Context: an optimization exercise on an open-source flow, tuned for small area, a short achievable clock period and few clock cycles per item. The choices shown serve that exercise and are no tape-out recipe.
RTL that was checked went through simulation tests only; none was proved equivalent to the original.
Power and IR drop assume default switching activity.

==> job 3906 <==
## lamp_ctrl
module lamp_ctrl (
    input  wire        clk,
    input  wire        rst,
    input  wire        cmd_valid,
    output wire        cmd_ready,
    input  wire [3:0]  cmd_op,
    input  wire [7:0]  cmd_a,
    input  wire [7:0]  cmd_b,
    input  wire [7:0]  cmd_c,
    input  wire [15:0] cmd_m,
    input  wire [31:0] cmd_t,
    output reg         rsp_valid,
    output reg  [15:0] rsp_data
);
    localparam OP_SET_LAMP   = 4'd0;
    localparam OP_READ_STATE = 4'd1;
    localparam OP_READ_DIM   = 4'd2;
    localparam OP_READ_FLASH = 4'd3;
    localparam OP_OFF_ALL    = 4'd4;
    localparam OP_FLASH_ALL  = 4'd5;
    localparam OP_SET_DIV    = 4'd6;
    localparam OP_APPLY      = 4'd7;
    localparam OP_STROBE     = 4'd8;
    localparam OP_LOAD_CYCLE = 4'd9;
    reg  [63:0]  st;         
    reg  [63:0]  dm1;        
    reg  [63:0]  dm2;        
    reg  [511:0] fp;         
    reg  [7:0]   div1, div2;
    reg  [2:0]   bank;
    reg  [31:0]  cycle;
    reg  [7:0]   r1;         
    reg  [7:0]   r2;         
    reg rst_q;
    reg         ready_q;
    reg         cap_q;       
    reg         c_valid;
    reg  [3:0]  c_op;
    reg  [9:0]  c_fop;       
    reg         c_setok;     
    reg         c_divok;     
    reg  [7:0]  c_abank;     
    reg  [7:0]  c_abit;      
    reg  [7:0]  c_a, c_b;
    reg         c_bz;        
    reg         c_c1, c_c2;  
    reg  [7:0]  c_l;         
    reg  [7:0]  c_qh;        
    reg  [5:0]  c_rh;        
    reg         c_m0;        
    reg         c_mlo;       
    reg         c_mhi;       
    reg  [31:0] c_t;
    assign cmd_ready = ready_q;
    wire accept   = cmd_valid && ready_q;
    wire multi_in = (cmd_op == OP_FLASH_ALL) || (cmd_op == OP_APPLY);
    wire strb_in  = (cmd_op == OP_STROBE);
    reg          m_apply;    
    reg          m_mod;      
    reg          first;      
    reg  [1:0]   prep;       
    reg          mfix;       
    reg          tail;       
    reg          wbp;        
    reg          par;        
  ...
make LEC_CHECK=0 CAP_MARGIN=20 CORE_MARGIN=2 CORE_UTILIZATION=60 CTS_BUF_LIST='sky130_fd_sc_hd__clkbuf_4 sky130_fd_sc_hd__clkbuf_8' SLEW_MARGIN=20 finish   # period 12.0 ns
run.sh (not shown) runs the stock make flow with config.mk's settings and CLKGATE_MAP_FILE= SYNTH_SCRIPT=/design/flow/synth_recipe.tcl, a recipe that flattens the netlist after the stock synthesis.
==> job 1592: changes against job 3906 <==
--- a/flow/design.v
+++ b/flow/design.v
@@ -352,14 +352,15 @@
     wire [63:0] pe_in = (m_apply && !tail) ? rest : nz_eff;
     wire [63:0] pe_low;      
     lamp_pfx64 u_pfx (.v(pe_in), .o(pe_low));
     wire [63:0] pe_oh  = pe_in & ~pe_low;
     wire        pe_any = pe_low[63] | pe_in[63];
+    wire        rf_in = (cmd_op == OP_READ_FLASH);
     wire [63:0] a_oh;
     generate
         for (gi = 0; gi < 64; gi = gi + 1) begin : g_aoh
-            assign a_oh[gi] = (cmd_a[5:3] == gi / 8) && (cmd_a[2:0] == gi % 8);
+            assign a_oh[gi] = rf_in && (cmd_a[5:3] == gi / 8) && (cmd_a[2:0] == gi % 8);
         end
     endgenerate
     reg  [7:0] fp_rd;
     integer fj;
     always @(*) begin
@@ -506,12 +507,11 @@
         else if (skipn)
             Q <= {Q[23:4], Q[31:24], Q[3:0]};
         else if (!lstall)
             Q <= {Q[27:24], (t50_wr ? q50 : Q[23:20]), Q[19:4], Q[31:28], Q[3:0]};
         P_cmp <= M1;
-        fsel  <= (accept && cmd_op == OP_READ_FLASH) ? a_oh :
-                 x_fall ? 64'd1 : pe_oh;
+        fsel  <= ready_q ? a_oh : x_fall ? 64'd1 : pe_oh;
         if (mod_start)
             P_nx <= c_divok ? c_a : div1;
         else if (mprep)
             P_nx <= div2;
         else if (!m_mod)
==> summary.md <==
| Metric | Value |
|---|---|
| CP endpoint | `fsel[49]$_DFF_P_` |
| Compound-Gate Fraction of Synth Area | `14.4%` |
| Cell Count, Final, Fillers Out | `between 8,000 and 9,000` |
| Outcome | `timing/DRC/antenna clean` |
| PwrDens | `181 nW/um^2` |
| Worst Path Max Fanout | `55` |
| Detailed Route WL | `299,000 um` |
| Leak | `between 20 and 30 nW` |
| Post-Syn Area | `71,000 um^2` |
| Multiplexer share of the synthesized area | `2.01%` |
| Internal reg-to-reg setup slack | `7.20 ns` |
(the above is from job 1592)
==> summary.md <==
| Metric | Value |
|---|---|
| Compound-Gate Fraction of Synth Area | `around 14%` |
| Initial DRC count | `10,513` |
| Leak | `around 28 nW` |
| Outcome | `timing/DRC/antenna clean` |
| Internal reg-to-reg setup slack | `7.34 ns` |
| CP endpoint | `fp[444]$_DFFE_PP_` |
| Detailed Route WL | `293,000 um` |
| Cell Count, Final, Fillers Out | `8,662` |
| Worst Path Max Fanout | `68` |
| Multiplexer share of the synthesized area | `2.51%` |
(the above is from job 3906)
Testbench counts of job 3906, summed over its fixed seeds: cycles 10,866, items 3,200.
Testbench counts of job 1592, summed over its fixed seeds: cycles 10,866, items 3,200.

* * *

==> try-juniper <==
Another version of the RTL of lamp_ctrl (not shown whole).
clock: 12.0 ns
lec_check: 0
cap_margin: 20
core_margin: 2
core_utilization: 60
slew_margin: 20
==> try-raven (differences from try-juniper) <==
--- a/flow/design.v
+++ b/flow/design.v
@@ -10,14 +10,13 @@
     input  wire [11:0] m13,      
     input  wire [11:0] m15,      
     output reg  [7:0]  r_out,    
     output reg  [3:0]  q         
 );
     wire [11:0] y = {r_in, bits};
-    wire [11:0] mk [0:15];
-    assign mk[0]  = 12'd0;
+    wire [11:0] mk [1:15];
     assign mk[1]  = {4'd0, m1};
     assign mk[2]  = {3'd0, m1, 1'b0};
     assign mk[3]  = {2'd0, m3};
     assign mk[4]  = {2'd0, m1, 2'b00};
     assign mk[5]  = {1'd0, m5};
     assign mk[6]  = {1'd0, m3, 1'b0};
@@ -27,50 +26,31 @@
     assign mk[10] = {m5, 1'b0};
     assign mk[11] = m11;
     assign mk[12] = {m3, 2'b00};
     assign mk[13] = m13;
     assign mk[14] = {m7, 1'b0};
     assign mk[15] = m15;
-    function ge12(input [11:0] a, input [11:0] b);
-        reg [11:0] g, e;
-        reg [5:0]  g1, e1;
-        reg [2:0]  g2, e2;
-        integer i;
-        begin
-            g = a & ~b;
-            e = ~(a ^ b);
-            for (i = 0; i < 6; i = i + 1) begin
-                g1[i] = g[2*i+1] | (e[2*i+1] & g[2*i]);
-                e1[i] = e[2*i+1] & e[2*i];
-            end
-            for (i = 0; i < 3; i = i + 1) begin
-                g2[i] = g1[2*i+1] | (e1[2*i+1] & g1[2*i]);
-                e2[i] = e1[2*i+1] & e1[2*i];
-            end
-            ge12 = g2[2] | (e2[2] & (g2[1] | (e2[1] & (g2[0] | e2[0]))));
-        end
-    endfunction
+    wire [12:0] s  [0:15];
+    assign s[0] = {1'b0, y};
     wire [15:0] ge;
-    wire [7:0]  dl [0:15];
     assign ge[0] = 1'b1;
-    assign dl[0] = y[7:0];
     genvar k;
     generate
         for (k = 1; k < 16; k = k + 1) begin : cmp
-            assign ge[k] = ge12(y, mk[k]);
-            assign dl[k] = y[7:0] - mk[k][7:0];
+            assign s[k]  = {1'b0, y} - {1'b0, mk[k]};
+            assign ge[k] = ~s[k][12];
         end
     endgenerate
     wire [15:0] sel = ge & ~{1'b0, ge[15:1]};
     integer j;
     always @(*) begin
         q     = 4'd0;
         r_out = 8'd0;
         for (j = 0; j < 16; j = j + 1) begin
             q     = q     | ({4{sel[j]}} & j[3:0]);
-            r_out = r_out | ({8{sel[j]}} & dl[j]);
+            r_out = r_out | ({8{sel[j]}} & s[j][7:0]);
         end
     end
 endmodule
 module lamp_ctrl (
     input  wire        clk,
     input  wire        rst,
@@ -103,13 +83,12 @@
     reg  [2:0]   bank;
     reg  [31:0]  cycle;
     reg  [7:0]   r1;         
     reg  [7:0]   r2;         
     reg rst_q;
     reg         ready_q;
-    reg         cap_q;       
     reg         c_valid;
     reg  [3:0]  c_op;
     reg  [9:0]  c_fop;       
     reg         c_setok;     
     reg         c_divok;     
     reg  [7:0]  c_abank;     
@@ -136,25 +115,23 @@
     reg          tail;       
     reg          wbp;        
     reg          par;        
     reg  [2:0]   acnt;       
     reg  [2:0]   mcnt;       
     reg          mph;        
-    reg          mprep;      
     reg  [7:0]   M1;         
     reg  [9:0]   M3;
     reg  [10:0]  M5, M7;
     reg  [11:0]  M9, M11, M13, M15;
     reg  [7:0]   P_cmp;      
     reg  [63:0]  match;      
     reg          w_v;        
     reg  [7:0]   w_fu;       
     reg  [7:0]   w_bank;     
     reg  [7:0]   w_bit;      
-    reg  [63:0]  fsel;       
-    reg          w_nz;       
+    reg  [5:0]   fsel;       
     reg          fallp;      
     reg  [7:0]   P_nx;       
     reg          more;       
     reg  [63:0]  pend;       
     reg  [31:0]  Q;          
     reg  [5:0]   r50;        
@@ -405,33 +382,20 @@
     wire [63:0] rest = pend & ~match;
     wire [63:0] w_hit;
     wire [63:0] nz_eff;
     generate
         for (gi = 0; gi < 64; gi = gi + 1) begin : g_w
             assign w_hit[gi]  = w_v && w_bank[gi / 8] && w_bit[gi % 8];
-            assign nz_eff[gi] = w_hit[gi] ? w_nz : nz[gi];
+            assign nz_eff[gi] = w_hit[gi] ? (w_fu != 8'd0) : nz[gi];
         end
     endgenerate
     wire [63:0] pe_in = (m_apply && !tail) ? rest : nz_eff;
-    wire [63:0] pe_low;      
-    lamp_pfx64 u_pfx (.v(pe_in), .o(pe_low));
-    wire [63:0] pe_oh  = pe_in & ~pe_low;
-    wire        pe_any = pe_low[63] | pe_in[63];
-    wire [63:0] a_oh;
-    generate
-        for (gi = 0; gi < 64; gi = gi + 1) begin : g_aoh
-            assign a_oh[gi] = (cmd_a[5:3] == gi / 8) && (cmd_a[2:0] == gi % 8);
-        end
-    endgenerate
-    reg  [7:0] fp_rd;
-    integer fj;
-    always @(*) begin
-        fp_rd = 8'd0;
-        for (fj = 0; fj < 64; fj = fj + 1)
-            fp_rd = fp_rd | ({8{fsel[fj]}} & fp[8*fj +: 8]);
-    end
+    wire        pe_any;
+    wire [5:0]  pe_idx;
+    lamp_pe64 u_pe (.v(pe_in), .any(pe_any), .idx(pe_idx));
+    wire [7:0] fp_rd  = fp[8*fsel +: 8];
     wire        t50_wr = x_fall || x_apply ||
                          (m_apply && first && !tail && !lstall && (prep != 2'd0 || acnt <= 3'd4));
     wire [14:0] t50_qs  = t50_tab(r50);         
     wire [3:0]  t50_t   = t50_thr(r50);         
     wire [6:0]  t50_u   = {1'b0, t50_qs[6:1]} + {3'b000, c_t[27:24]};
     wire        t50_ex  = t50_qs[0] && (c_t[27:24] >= t50_t);
@@ -441,24 +405,23 @@
     wire [3:0] qA;
     lamp_div u_lane (
         .r_in(RA), .bits(Q[31:28]),
         .m1(M1), .m3(M3), .m5(M5), .m7(M7), .m9(M9), .m11(M11), .m13(M13), .m15(M15),
         .r_out(rA_out), .q(qA));
     wire round_end = m_apply && (prep == 2'd0) && !tail && (acnt == 3'd6);
-    wire mod_half  = m_mod && !mprep && (mcnt == 3'd7);
+    wire mod_half  = m_mod && (mcnt == 3'd7);
     wire mod_end   = mod_half && mph;
     wire mod_start = x_div || x_load;
     wire mod_next  = mod_start || (m_mod && !mod_end);
     wire go        = x_fall || x_apply;
     wire        div_ok   = c_valid && c_divok;
     wire        m_pre   = m_apply && (prep == 2'd1);
     wire        m_first = m_apply && (prep == 2'd0) && mfix;
-    wire        m_load  = mprep || mod_half || m_first || round_end;
+    wire        m_load  = mod_start || mod_half || m_first || round_end;
     wire        lstall  = m_first && !tail && (acnt == 3'd0) && (M1[7:3] == 5'd0);
-    wire        skipn   = round_end && more && (P_nx[7:3] != 5'd0);
-    wire [7:0]  m_src   = P_nx;
+    wire [7:0]  m_src   = mod_start ? (c_divok ? c_a : div1) : P_nx;
     wire [11:0] m_d     = {4'd0, m_src};
     reg ready_n;
     always @(*) begin
         if (accept && (multi_in || (strb_in && mod_next)))
             ready_n = 1'b0;
         else if (stall)
@@ -499,13 +462,13 @@
     wire [7:0] r2_inc = r2 + 8'd1;
     wire       wrap   = &cycle;
     wire w_rd_hit = w_v && |(w_bank & c_abank) && |(w_bit & c_abit);
     integer l;
     always @(posedge clk) begin
         rst_q <= rst;
-        if (cap_q) begin
+        if (ready_q) begin
             c_op <= cmd_op;
             c_fop   <= 10'd1 << cmd_op;
             c_setok <= (cmd_op == OP_SET_LAMP) && (cmd_a[7:6] == 2'b00) && (cmd_c <= 8'd2);
             c_divok <= (cmd_op == OP_SET_DIV) && (cmd_a != 8'd0) && (cmd_b != 8'd0);
             c_abank <= 8'd1 << cmd_a[5:3];
             c_abit  <= 8'd1 << cmd_a[2:0];
@@ -523,13 +486,12 @@
             c_t  <= cmd_t;
         end else if (t50_wr) begin
             c_t  <= c_t << 4;
         end
         c_valid <= !rst && (accept || stall);
         ready_q <= !rst && ready_n;
-        cap_q   <= rst || ready_n;
         rsp_valid <= c_valid && !stall && !rst;
         rsp_data  <= 16'd0;
         if (c_valid) begin
             case (c_op)
             OP_READ_STATE: if (id_ok) rsp_data <= {15'd0, ~b_st[c_a[2:0]]};
             OP_READ_DIM:   if (id_ok) rsp_data <= {14'd0, b_d2[c_a[2:0]], b_d1[c_a[2:0]]};
@@ -538,47 +500,43 @@
             default:       rsp_data <= 16'd0;
             endcase
         end
         w_v <= !rst && set_any;
         if (set_any) begin
             w_fu   <= fu;
-            w_nz   <= !c_m0;           
             w_bank <= c_abank;
             w_bit  <= c_abit;
         end
         match <= match_d;
         for (l = 0; l < 64; l = l + 1) begin
             if (st_en[l])  st[l]        <= clr_all || (sel_l[l] ? c_bz : ~par);
             if (dm_en[l])  dm1[l]       <= dm1_wd;
             if (dm_en[l])  dm2[l]       <= dm2_wd;
             if (fp_en[l])  fp[8*l +: 8] <= fp_wd;
             if (pd_en[l])  pend[l]      <= pd_wd[l];
         end
-        if (cap_q)
+        if (ready_q)
             r50 <= {2'b00, cmd_t[31:28]};
         else if (t50_wr)
             r50 <= r50_out;
-        if (mprep || mod_half)
+        if (mod_start)
+            Q <= x_load ? c_t : cycle;
+        else if (mod_half)
             Q <= cycle;
         else if (m_mod)
             Q <= Q << 4;
         else if (go)
             Q <= {q50, Q[27:0]};
         else if (m_apply && prep == 2'd1)
             Q <= {Q[31:28], q50, Q[23:0]};
-        else if (skipn)
-            Q <= {Q[23:4], Q[31:24], Q[3:0]};
         else if (!lstall)
             Q <= {Q[27:24], (t50_wr ? q50 : Q[23:20]), Q[19:4], Q[31:28], Q[3:0]};
         P_cmp <= M1;
-        fsel  <= (accept && cmd_op == OP_READ_FLASH) ? a_oh :
-                 x_fall ? 64'd1 : pe_oh;
+        fsel  <= (accept && cmd_op == OP_READ_FLASH) ? cmd_a[5:0] : pe_idx;
         if (mod_start)
-            P_nx <= c_divok ? c_a : div1;
-        else if (mprep)
-            P_nx <= div2;
+            P_nx <= c_divok ? c_b : div2;
         else if (!m_mod)
             P_nx <= fp_rd;
         more  <= pe_any;
         if (m_pre) begin
             M1  <= fp_rd;
             M3  <= 10'h3FF;
@@ -623,34 +581,30 @@
                     m_apply <= 1'b0;
             end else if (tail) begin
                 m_apply <= 1'b0;
                 tail    <= 1'b0;
             end else if (round_end) begin
                 first   <= 1'b0;
-                acnt    <= skipn ? 3'd1 : 3'd0;
-                RA      <= skipn ? {4'b0000, Q[27:24]} : 8'd0;
+                acnt    <= 3'd0;
+                RA      <= 8'd0;
                 tail    <= !more;
             end else if (lstall) begin
                 mfix    <= 1'b0;
             end else begin
                 mfix    <= 1'b0;
                 acnt    <= acnt + 3'd1;
                 RA      <= rA_out;
             end
         end
         if (rst) begin
             m_mod <= 1'b0;
-            mprep <= 1'b0;
             mph   <= 1'b0;
             mcnt  <= 3'd0;
         end else if (mod_start) begin
             m_mod <= 1'b1;
-            mprep <= 1'b1;
             mph   <= 1'b0;
-        end else if (mprep) begin
-            mprep <= 1'b0;
             mcnt  <= 3'd0;
             RA    <= 8'd0;
         end else if (m_mod) begin
             mcnt  <= mcnt + 3'd1;
             RA    <= mod_half ? 8'd0 : rA_out;
             if (mod_half)
@@ -686,26 +640,47 @@
                     r2 <= (wrap || r2_inc == div2) ? 8'd0 : r2_inc;
                 end
             end
         end
     end
 endmodule
-module lamp_pfx64 (
+module lamp_pe64 (
     input  wire [63:0] v,
-    output wire [63:0] o
+    output wire        any,
+    output wire [5:0]  idx
 );
-    wire [63:0] p [0:6];
-    assign p[0] = {v[62:0], 1'b0};
-    genvar l, j;
+    wire [31:0] a1;
+    wire [31:0] i1;
+    wire [15:0] a2;
+    wire [31:0] i2;
+    wire [7:0]  a3;
+    wire [23:0] i3;
+    wire [3:0]  a4;
+    wire [15:0] i4;
+    wire [1:0]  a5;
+    wire [9:0]  i5;
+    genvar g;
     generate
-        for (l = 0; l < 6; l = l + 1) begin : lv
-            for (j = 0; j < 64; j = j + 1) begin : b
-                if (j >= (1 << l)) begin : o
-                    assign p[l+1][j] = p[l][j] | p[l][j - (1 << l)];
-                end else begin : c
-                    assign p[l+1][j] = p[l][j];
-                end
-            end
+        for (g = 0; g < 32; g = g + 1) begin : l1
+            assign a1[g] = v[2*g] | v[2*g+1];
+            assign i1[g] = ~v[2*g];
+        end
+        for (g = 0; g < 16; g = g + 1) begin : l2
+            assign a2[g]        = a1[2*g] | a1[2*g+1];
+            assign i2[2*g +: 2] = a1[2*g] ? {1'b0, i1[2*g]} : {1'b1, i1[2*g+1]};
+        end
+        for (g = 0; g < 8; g = g + 1) begin : l3
+            assign a3[g]        = a2[2*g] | a2[2*g+1];
+            assign i3[3*g +: 3] = a2[2*g] ? {1'b0, i2[4*g +: 2]} : {1'b1, i2[4*g+2 +: 2]};
+        end
+        for (g = 0; g < 4; g = g + 1) begin : l4
+            assign a4[g]        = a3[2*g] | a3[2*g+1];
+            assign i4[4*g +: 4] = a3[2*g] ? {1'b0, i3[6*g +: 3]} : {1'b1, i3[6*g+3 +: 3]};
+        end
+        for (g = 0; g < 2; g = g + 1) begin : l5
+            assign a5[g]        = a4[2*g] | a4[2*g+1];
+            assign i5[5*g +: 5] = a4[2*g] ? {1'b0, i4[8*g +: 4]} : {1'b1, i4[8*g+4 +: 4]};
         end
     endgenerate
-    assign o = p[6];
+    assign any = a5[0] | a5[1];
+    assign idx = a5[0] ? {1'b0, i5[4:0]} : {1'b1, i5[9:5]};
 endmodule
==> notes <==
In try-raven the maximum frequency is smaller than in try-juniper, by 3.7%. Against try-raven, the synthesized cell count of try-juniper is larger by about 5%. Between try-juniper and try-raven, the lower critical path depth is in try-raven (gap 8). Between try-juniper and try-raven, the lower power is in try-juniper (gap about 1.1%, measured against try-raven). Of try-juniper and try-raven, try-juniper has the higher clock power (gap about 3%, measured against try-raven). Against try-juniper, the combinational power of try-raven is higher by 9.2%. In try-juniper the hold slack is worse than in try-raven, by 0.023 ns. Global-route usage: try-raven is lower than try-juniper (9.2 points). Clock-buffer cell count is the same in try-juniper and try-raven. Register-to-register slack: try-juniper is higher than try-raven (0.19 ns). In try-raven the clock skew is lower than in try-juniper, by 0.00085 ns.
==> figures <==
Run status: try-juniper complete, no violations; try-raven complete, no violations
Worst hold slack across all endpoints: try-juniper 0.383 ns; try-raven 0.406 ns
Type of origin of the critical path: try-juniper input port; try-raven flop
Fill cell total of the finished layout: try-juniper 9074; try-raven 9142
Portion of the post-synthesis area used by sequential elements: try-juniper 48.6%; try-raven 47.6%
Worst flop-to-flop path startpoint: try-juniper r50[2]; try-raven Q[28]
Met3 routed WL: try-juniper 53.0 mm; try-raven 33.1 mm
TAP cells: try-juniper 1536; try-raven 1524
R2R setup slack: try-juniper 7.34 ns; try-raven 7.15 ns
Number of cells produced by synthesis: try-juniper 7063; try-raven 6710
Least-Margin Pin Slew: try-juniper 1.37 ns; try-raven 1.24 ns
Final core utilization: try-juniper 66.3%; try-raven 66.1%
Buf+Inv Stages, Crit Path: try-juniper 2; try-raven 1
Clock network area share: try-juniper 5.85%; try-raven 5.87%
Net Sw Frac: try-juniper 35.6%; try-raven 36.0%
Share of layout cells above drive strength 1: try-juniper 7.04%; try-raven 9.03%
Number of non-clock buffers: try-juniper 201; try-raven 192
Initial antenna violation count: try-juniper 42; try-raven 14
Net Sw Power: try-juniper 0.00516 W; try-raven 0.00527 W
Sequential share of cell area: try-juniper 44.4%; try-raven 43.6%
End point of the most critical hold path: try-juniper P_cmp[1]; try-raven P_cmp[2]
Detailed-route via count: try-juniper 63700; try-raven 56770
Cells after DPL: try-juniper 8357; try-raven 7998
Testbench counts of try-juniper, summed over its fixed seeds: cycles 11,155, items 3,200.
For try-raven, only the layout was checked, not whether the RTL still works.

==> what the ideal ports hide <==
The flow's constraints put no driver on any port. The routed layouts listed below were extracted and timed again, unchanged, in two steps. Step 1 (the two cells are an assumption about what drives the block):
set clk [get_ports {clk}]
set_driving_cell -lib_cell sky130_fd_sc_hd__clkbuf_16 $clk
set_driving_cell -lib_cell sky130_fd_sc_hd__buf_2 [delete_from_list [all_inputs] $clk]
Step 2 also shifts input and output timing later by t, the mid clock arrival at the registers, as if the neighbouring blocks saw the same clock. Three values: ideal ports, drivers, drivers and shift; two values: the first two.
| run | t (ns) | setup slack, ns | latest minus earliest clock arrival (ns) | worst slew at a driven data input, ns | pins driven straight from the clock port |
|---|---|---|---|---|---|
| job 3906 | 1.058 | 7.337 / 7.337 / 6.591 | 0.072 / 0.072 | 0.10 | 1 |
| job 1592 | 1.030 | 7.197 / 7.197 / 6.872 | 0.084 / 0.084 | 0.14 | 1 |
| try-juniper | 0.869 | 7.299 / 7.343 / 6.483 | 0.046 / 0.047 | 0.08 | 1 |
| try-raven | 0.847 | 7.118 / 7.043 / 6.650 | 0.045 / 0.046 | 0.21 | 1 |
After both steps setup and hold are still met in every run listed. The setup slack of try-juniper, which loses most, moves by +0.044 ns with the drivers and by -0.816 ns with both steps.
